Source: an optimization exercise on an open RTL-to-GDS flow (aim: small area, a short achievable clock period and few clock cycles). Production flows keep margins and buffers that such runs may drop. Function was checked by simulation only, so behaviour that the tests miss may differ from the original. Power and IR drop assume default switching activity.

// autd3_cpu
module autd3_cpu (
    input  wire        clk,
    input  wire        rst,
    input  wire        frame_valid,
    input  wire        tick_valid,
    output wire        evt_ready,
    output reg  [6:0]  hdr_addr,
    input  wire [7:0]  hdr_data,
    output reg  [7:0]  bulk_addr,
    input  wire [15:0] bulk_data,
    output reg         bus_valid,
    output reg         bus_we,
    output reg  [2:0]  bus_bank,
    output reg  [13:0] bus_addr,
    output reg  [15:0] bus_wdata,
    input  wire        bus_ready,
    input  wire [15:0] bus_rdata,
    input  wire [63:0] dc_now,
    input  wire [63:0] dc_next_start,
    input  wire [63:0] dc_period,
    output reg  [15:0] tx_ack
);
For scale: ~350 flip-flops, about 300 I/O pins, about 19000 sq um of cells after synthesis.
export LEC_CHECK = 0
export CAP_MARGIN = 20
export CORE_MARGIN = 2
export CORE_UTILIZATION = 55
export CTS_BUF_LIST = sky130_fd_sc_hd__clkbuf_8
export CTS_CLUSTER_SIZE = 25
export PLACE_DENSITY = 0.7
export SETUP_SLACK_MARGIN = 5
export SLEW_MARGIN = 20
create_clock -name core_clock -period 9.0 [get_ports {clk}]
standard.sh (not shown) runs the stock make flow with config.mk's settings and CLKGATE_MAP_FILE= SYNTH_SCRIPT=/design/flow/synth_recipe.tcl, a recipe that flattens the netlist after the stock synthesis.
==> flow/flow/run.sh <==
#!/bin/bash
# Standard layout, with the port buffers made from sky130_fd_sc_hd__buf_1
# instead of the delay cell buffer_ports picks by default, and timing repair
# aiming at a setup slack of 5.6 ns.
set -euo pipefail
bash standard.sh "BUFFER_PORTS_ARGS=-buffer_cell sky130_fd_sc_hd__buf_1" SETUP_SLACK_MARGIN=5.6 finish > standard_flow.log 2>&1
Testbench counts at the start, summed over its fixed seeds: cycles 64,257.
Next try:
--- a/flow/design.v
+++ b/flow/design.v
@@ -152,40 +152,39 @@
     wire gw_go    = s_gw & sf;
     wire gw_slot  = gw_go & t_last;
     wire gs_go    = s_gseg & sf;
     wire ss_go    = s_ssend & sf;
     wire dl_go    = s_dly & sf;
     wire dl_done  = dl_go & t_last;
     wire en_go    = s_end & sf;
     wire tail_go  = d_ptail | (sd_go & ~sd_pw) | (pw_rec & ~p_wrap & p_last) | (ps_go & p_last) |
                     (gw_slot & ~g_wrap & g_last) | (gs_go & g_last);
     wire redo     = (c_g != 2'd2) | (c_p == 2'd2);
-    wire td_go    = s_tdec & ~redo & sf;        
-    wire tw_go    = (s_twt & sf) | td_go;
+    wire tw_go    = s_twt & sf;
     wire tw_done  = tw_go & (kw == 2'd3);
     wire ti_go    = s_tinit & sf;
     wire tf_go    = s_tinf & sf;
     wire aw_done  = s_taw & rd_done & (bus_addr[1:0] == 2'd0) & ~bus_rdata[{3'b100, which}];
     wire aw_rd    = s_taw & sf & ~aw_done;
     wire aw_next  = aw_done & ~which & seq_pending;
     wire w_drive  = d_clr | d_drv | cd_go | dr_go;            
     wire w_delay  = d_dly | dl_go;                            
     wire w_mod    = (mb_adv & mod_cur[0]) | me_car;           
     wire w_gain   = d_gw | gw_go;                             
     wire w_point  = pw_go;                                    
     wire w_moff   = (d_mh & f_mb) | (s_mhead & f_mb & sf) | ms_go;    
     wire w_mcyc   = me_cyc | mc_go;                           
     wire w_ctrl   = me_flg | mf_go | ti_go | aw_rd;           
     wire w_soff   = d_sbo | ps_go | gs_go;                    
     wire w_sdiv   = sd_go;
     wire w_scyc   = ss_go;
-    wire w_sync   = tw_go;                      
+    wire w_sync   = tw_go;
     wire w_creg   = cr_go;
     wire r_info   = (h2_rd & ~cmd_34) | tf_go;
     wire r_ver    = h2_rd & cmd_34;
     wire issue    = w_drive | w_delay | w_mod | w_gain | w_point | w_moff | w_mcyc | w_ctrl |
                     w_soff | w_sdiv | w_scyc | w_sync | w_creg | r_info | r_ver;
     wire is_rd    = r_info | r_ver | aw_rd;
     reg [2:0] clr_off;
     always @* begin
         case (bulk_addr[2:0])
             3'd0:    clr_off = 3'd3;    
@@ -275,21 +274,21 @@
             s_pw    <= d_pw | sd_pw | (s_pw & ~(pw_rec & (p_wrap | p_last))) | (ps_go & ~p_last);
             s_pseg  <= (pw_rec & p_wrap) | (s_pseg & ~sf);
             s_gw    <= d_gw | (s_gw & ~(gw_slot & (g_wrap | g_last))) | (gs_go & ~g_last);
             s_gseg  <= (gw_slot & g_wrap) | (s_gseg & ~sf);
             s_ssend <= (tail_go & f_se) | (s_ssend & ~sf);
             s_dly   <= d_dly | (s_dly & ~dl_done);
             s_end   <= (tail_go & ~f_se) | cr_done | me_flg | mf_go | ss_go | dl_done | (s_end & ~sf);
             s_trd   <= (s_idle & ~frame_valid & tick_go & pend) | aw_next;
             s_tcmp  <= s_trd | (s_tcmp & (kc != 3'd7)) | (s_tdec & redo);
             s_tdec  <= s_tcmp & (kc == 3'd7);
-            s_twt   <= (s_tdec & ~redo) | (s_twt & ~tw_done);    
+            s_twt   <= (s_tdec & ~redo) | (s_twt & ~tw_done);
             s_tinit <= tw_done | (s_tinit & ~sf);
             s_tinf  <= (ti_go & info_req) | (s_tinf & ~sf);
             s_taw   <= (ti_go & ~info_req) | tf_go | (s_taw & ~aw_done);
         end
     end
     always @(posedge clk) begin
         if (rst) begin
             bus_valid <= 1'b0;
         end else begin
             bus_valid <= issue | (bus_valid & ~bus_ready);
Result:
- The new run passed the timing, DRC and antenna checks
- area after synthesis hardly moves
- setup slack improves by 0.018 ns
- total power drops by 0.62%
- sequential share of layout area decreases by 0.13 points
- register-to-register slack is better by 0.09 ns
- first-iteration DRC count drops by 12%
- cell area went up by 0.30%
- clock skew grows by 0.012 ns
- final cell count went up by 0.46%
- wire length decreases by 4.9%
Testbench counts after the change, summed over its fixed seeds: cycles 64,321.

==> static timing again, ports no longer ideal <==
How much do the figures lean on ideal ports? The routed layouts below were timed once more, with nothing changed but the port constraints. Step 1 assumes that a clkbuf_16 drives the clock port and a buf_2 every other input. Step 2 times the ports against the registers' clock, not the clock port: input delays grow and output delays shrink by t, the midpoint of the rising clock arrivals with the driver on. Slacks: no drivers / after step 1 / after step 2; pairs: no drivers / after step 1.
run | shift t [ns] | slack for setup (ns) | clock arrival spread, ns | worst register clock-pin slew, ns | cell pins on the clock port's net
the first run | 0.669 | 5.635 / 5.664 / 4.996 | 0.025 / 0.025 | 0.07 / 0.07 | 1
the second run | 0.643 | 5.653 / 5.675 / 5.032 | 0.037 / 0.037 | 0.07 / 0.07 | 1
After both steps every run listed still meets setup and hold. The setup slack of the first run, which loses most, moves by +0.029 ns with the drivers and by -0.639 ns with both steps.
